Background: an optimization exercise with open tools, aiming at small area, a short achievable clock period and few clock cycles per item. Do not read the settings as production practice.
At most, simulation tests tie the RTL to the original design; equivalence was not proved.
Power is estimated from default activity; no workload was simulated.

Setup of try-harbor:
==> flow/design.v <==
module bdgr_dec (
    input  wire        clk,
    input  wire        rst,
    input  wire        start,
    input  wire [15:0] width,
    input  wire [15:0] height,
    input  wire        pred_med,
    output wire        busy,
    output wire        mismatch,
    input  wire        in_valid,
    input  wire [63:0] in_word,
    output wire        in_ready,
    output wire        out_valid,
    output wire [7:0]  out_pix,
    output wire        out_last,
    input  wire        out_ready,
    input  wire [7:0]  up_pix
);
    localparam [2:0] S_IDLE = 3'd0, S_HDR = 3'd1, S_DEC = 3'd2, S_MISM = 3'd3,
                     S_FLUSH = 3'd4;
    reg [2:0]  state;
    reg        mism_r;
    reg        med_r;
    reg [15:0] w_r;
    reg [15:0] cx, cy;        
    reg        dfc, dfr;      
    reg [19:0] t_r;           
    reg [6:0]  q;             
    reg        pv;            
    reg [7:0]  pr;            
    reg [1:0]  pcls;          
    reg        plast;
    reg [7:0]  prev;          
    reg [7:0]  up_prev;       
    reg [2:0] k;              
    always @(*) begin
        if      (pr <= 8'd1)   k = 3'd0;
        else if (pr <= 8'd4)   k = 3'd1;
        else if (pr <= 8'd8)   k = 3'd2;
        else if (pr <= 8'd16)  k = 3'd3;
        else if (pr <= 8'd32)  k = 3'd4;
        else if (pr <= 8'd64)  k = 3'd5;
        else if (pr <= 8'd128) k = 3'd6;
        else                   k = 3'd7;
    end
    wire [6:0] qk = q + 7'd1 + {4'd0, k};     
    wire [6:0] qe = q + 7'd20;                
    reg [10:0] fit84, fit20;
    integer j;
    always @(*) begin
        for (j = 0; j <= 10; j = j + 1) begin
            fit84[j] = (qk <= 84 - j);
            fit20[j] = (qk <= 20 - j);
        end
    end
    wire esc84 = (q <= 7'd64);
    wire esc20 = (q == 7'd0);
    wire [83:0] s  = {in_word, t_r};
    wire [82:0] s6 = q[6] ? {s[82:20], s[83:64]} : s[82:0];
    wire [50:0] s5 = q[5] ? s6[82:32] : s6[50:0];
    wire [34:0] s4 = q[4] ? s5[50:16] : s5[34:0];
    wire [26:0] s3 = q[3] ? s4[34:8]  : s4[26:0];
    wire [22:0] s2 = q[2] ? s3[26:4]  : s3[22:0];
    wire [20:0] s1 = q[1] ? s2[22:2]  : s2[20:0];
    wire [19:0] win = q[0] ? s1[20:1] : s1[19:0];
    reg [3:0] z;              
    integer i;
    always @(*) begin
        z = 4'd11;
        for (i = 10; i >= 0; i = i - 1)
            if (win[i]) z = i[3:0];
    end
    wire esc = ~|win[10:0];
    wire [14:0] u3   = {win[15:11], z[3] ? win[18:9] : win[10:1]};
    wire [10:0] u2   = z[2] ? u3[14:4] : u3[10:0];
    wire [8:0]  u1   = z[1] ? u2[10:2] : u2[8:0];
    wire [7:0]  rest = z[0] ? u1[8:1]  : u1[7:0];
    wire [7:0]  m    = rest & ((8'd1 << k) - 8'd1);
    wire [14:0] rq   = ({11'd0, z} << k) | {7'd0, m};
    wire [7:0]  r    = esc ? win[19:12] : rq[7:0];
    wire have = in_valid ? (|(win[10:0] & fit84) | (esc & esc84))
                         : (|(win[10:0] & fit20) | (esc & esc20));
    wire last_col = (cx == 16'd1);
    wire last_row = (cy == 16'd1);
    wire last_sym = last_col & last_row;
    wire [7:0] v;
    bdgr_dec_pix u_pix (.pr(pr), .prev(prev), .up_pix(up_pix), .up_prev(up_prev),
                        .pcls(pcls), .v(v));
    wire flush_word = (q > 7'd20);            
    assign busy      = (state != S_IDLE);
    assign mismatch  = mism_r;
    assign in_ready  = ((state == S_DEC) & q[6]) | (state == S_MISM) |
                       ((state == S_FLUSH) & flush_word);
    assign out_valid = pv & ((state != S_FLUSH) | ~flush_word | in_valid);
    assign out_pix   = v;
    assign out_last  = plast;
    wire hdr_ok   = (in_word[15:0] == cx) & (in_word[31:16] == cy);
    wire dec_on   = (state == S_DEC) | ((state == S_HDR) & hdr_ok);
    wire take     = in_valid & in_ready;
    wire out_fire = out_valid & out_ready;
    wire dec_fire = dec_on & have & (~pv | out_ready);
    wire [6:0] qa = dec_fire ? (esc ? qe : qk + {3'd0, z}) : q;
    always @(posedge clk) begin
        if (rst) begin
            state  <= S_IDLE;
            mism_r <= 1'b0;
            pv     <= 1'b0;
        end else begin
            if (dec_fire) begin
                pv    <= 1'b1;
                pr    <= r;
                pcls  <= (~med_r | dfr) ? 2'd0 : (dfc ? 2'd1 : 2'd2);
                plast <= last_sym;
            end else if (out_fire) begin
                pv    <= 1'b0;
            end
            if (out_fire) begin
                prev    <= v;
                up_prev <= up_pix;
            end
            if (dec_fire) begin
                if (last_col) begin
                    cx  <= w_r;
                    cy  <= cy - 16'd1;
                    dfc <= 1'b1;
                    dfr <= 1'b0;
                end else begin
                    cx  <= cx - 16'd1;
                    dfc <= 1'b0;
                end
            end
            if ((state == S_DEC) | (state == S_HDR))
                q <= {qa[6] & ~take, qa[5:0]};
            else if (take)
                q <= 7'd0;
            if (take)
                t_r <= in_word[63:44];
            case (state)
                S_IDLE: begin
                    if (start) begin
                        state  <= S_HDR;
                        mism_r <= 1'b0;
                        med_r  <= pred_med;
                        w_r    <= width;
                        cx     <= width;
                        cy     <= height;
                        dfc    <= 1'b1;
                        dfr    <= 1'b1;
                        prev   <= 8'd0;
                        pr     <= 8'd255;
                        q      <= 7'd52;
                    end
                end
                S_HDR: begin
                    if (dec_fire & last_sym)
                        state <= S_FLUSH;
                    else if (in_valid)
                        state <= hdr_ok ? S_DEC : S_MISM;
                end
                S_MISM: begin
                    if (in_valid) begin
                        mism_r <= 1'b1;
                        state  <= S_IDLE;
                    end
                end
                S_DEC: begin
                    if (dec_fire & last_sym)
                        state <= S_FLUSH;
                end
                S_FLUSH: begin
                    if (out_fire & plast)
                        state <= S_IDLE;
                end
                default: state <= S_IDLE;
            endcase
        end
    end
endmodule
module bdgr_dec_pix (
    input  wire [7:0] pr,         
    input  wire [7:0] prev,       
    input  wire [7:0] up_pix,     
    input  wire [7:0] up_prev,    
    input  wire [1:0] pcls,       
    output wire [7:0] v
);
    wire [7:0] d  = pr[0] ? ~{1'b0, pr[7:1]} : {1'b0, pr[7:1]};    
    wire [7:0] na = prev;
    wire [7:0] nb = up_pix;
    wire [7:0] nc = up_prev;
    function [7:0] padd(input [7:0] a, input [7:0] b, input ci);
        reg [7:0] g, p, gg, pp;
        integer i, l;
        begin
            g = a & b;
            p = a ^ b;
            gg = g; pp = p;
            for (l = 1; l < 8; l = l * 2)
                for (i = 7; i >= l; i = i - 1) begin
                    gg[i] = gg[i] | (pp[i] & gg[i-l]);
                    pp[i] = pp[i] & pp[i-l];
                end
            padd[0] = p[0] ^ ci;
            for (i = 1; i < 8; i = i + 1)
                padd[i] = p[i] ^ (gg[i-1] | (pp[i-1] & ci));
        end
    endfunction
    wire [7:0] va = na + d;                   
    wire [7:0] e  = padd(va, ~nc, 1'b1);      
    wire [7:0] vb = padd(nb, d, 1'b0);        
    wire [7:0] vc = padd(nb, e, 1'b0);        
    function [1:0] cmp8(input [7:0] a, input [7:0] b);
        reg [7:0] l, q;
        reg [3:0] l2, q2;
        reg [1:0] l4, q4;
        integer i;
        begin
            l = ~a & b;
            q = ~(a ^ b);
            for (i = 0; i < 4; i = i + 1) begin
                l2[i] = l[2*i+1] | (q[2*i+1] & l[2*i]);
                q2[i] = q[2*i+1] & q[2*i];
            end
            for (i = 0; i < 2; i = i + 1) begin
                l4[i] = l2[2*i+1] | (q2[2*i+1] & l2[2*i]);
                q4[i] = q2[2*i+1] & q2[2*i];
            end
            cmp8 = {l4[1] | (q4[1] & l4[0]), q4[1] & q4[0]};
        end
    endfunction
    wire [1:0] cab = cmp8(na, nb);
    wire [1:0] ccb = cmp8(nc, nb);
    wire [1:0] cca = cmp8(nc, na);
    wire le_a   = ~cca[1];                    
    wire lt     = cab[1];                     
    wire c_lt_b = ccb[1];                     
    wire c_le_b = ccb[1] | ccb[0];            
    wire med    = pcls[1];
    wire sel_b  = (pcls == 2'd1) | (med & (le_a ^ lt));
    wire sel_c  = med & (le_a ? c_lt_b : ~c_le_b);
    wire sel_a  = ~sel_b & ~sel_c;
    assign v = ({8{sel_a}} & va) | ({8{sel_b}} & vb) | ({8{sel_c}} & vc);
endmodule
clock: 12.0 ns
lec_check: 0
abc_area: 1
cap_margin: 20
core_margin: 2
core_utilization: 40
setup_slack_margin: 5
slew_margin: 20
synth_hierarchical: 1
synth_minimum_keep_size: 0
standard.sh (not shown) runs the stock make flow with config.mk's settings and CLKGATE_MAP_FILE= SYNTH_SCRIPT=/design/flow/synth_recipe.tcl, a recipe that flattens the netlist after the stock synthesis.
==> flow/flow/run.sh <==
#!/bin/bash
# The standard layout, with plain buf_1 cells as the port buffers (the
# resizer still upsizes them where timing needs it), a clock tree with no
# dummy loads, and timing repair aiming 5.5 ns below the clock period.
set -euo pipefail
export BUFFER_PORTS_ARGS="-buffer_cell sky130_fd_sc_hd__buf_1"
export CTS_ARGS="-sink_clustering_enable -repair_clock_nets -dont_use_dummy_load"
bash standard.sh SETUP_SLACK_MARGIN=5.5 finish > standard.log 2>&1
Inputs modified between try-harbor and try-xenon:
--- a/flow/design.v
+++ b/flow/design.v
@@ -203,13 +203,15 @@
             padd[0] = p[0] ^ ci;
             for (i = 1; i < 8; i = i + 1)
                 padd[i] = p[i] ^ (gg[i-1] | (pp[i-1] & ci));
         end
     endfunction
     wire [7:0] va = na + d;                   
-    wire [7:0] e  = padd(va, ~nc, 1'b1);      
+    wire [7:0] cs = na ^ ~nc ^ d;             
+    wire [7:0] cc = (na & ~nc) | (na & d) | (~nc & d);
+    wire [7:0] e  = padd(cs, {cc[6:0], 1'b1}, 1'b0);
     wire [7:0] vb = padd(nb, d, 1'b0);        
     wire [7:0] vc = padd(nb, e, 1'b0);        
     function [1:0] cmp8(input [7:0] a, input [7:0] b);
         reg [7:0] l, q;
         reg [3:0] l2, q2;
         reg [1:0] l4, q4;
[summary]
The worst IR drop on VDD in try-xenon is 0.71 times that in try-harbor.
Between try-harbor and try-xenon, the flow reports net switching power figure decreasing by a few percent.
Comparing try-harbor and try-xenon, the higher synthesized cell count was measured on try-xenon.
Compared with try-harbor, try-xenon shows a higher total wirelength of the detailed-routed design.
try-xenon reports a higher met1 demand-to-capacity share in global routing than try-harbor does.
The number of vias per cell after detailed routing of try-xenon and that of try-harbor are within noise of each other.
Re post-synthesis instance area: try-harbor was lower than try-xenon.
Register share of total power ended up 1.0 points higher on try-xenon than on try-harbor.
try-xenon vs try-harbor: total design power down by a few percent
Total die area on try-xenon is behind try-harbor.
Testbench counts of try-xenon, summed over its fixed seeds: cycles 34,277, items 34,030.
The RTL of try-harbor was laid out without a check of its function.

-- static timing again, ports no longer ideal --
The results above use ideal ports. As a check the final layouts listed here were re-extracted and re-timed, cells and wires unchanged. Step 1, drivers: a clkbuf_16 drives clk and a buf_2 each remaining input, both assumed. Step 2, shift: input delay + t, output delay - t, t = (earliest + latest rising clock arrival at the registers) / 2. This alone moves slack from input paths to output paths. Three values: ideal ports, drivers, drivers and shift; two values: the first two.
run | t, ns | setup WS [ns] | worst setup path after step 2 | slew at the worst register clock pin (ns) | pins driven straight from the clock port
try-harbor | 0.421 | 5.420 / 5.370 / 5.460 | input to register | 0.08 / 0.08 | 1
try-xenon | 0.430 | 5.568 / 5.543 / 5.530 | input to register | 0.09 / 0.09 | 1
After both steps setup and hold are still met in every run listed. The setup slack of try-xenon, which loses most, moves by -0.025 ns with the drivers and by -0.038 ns with both steps.
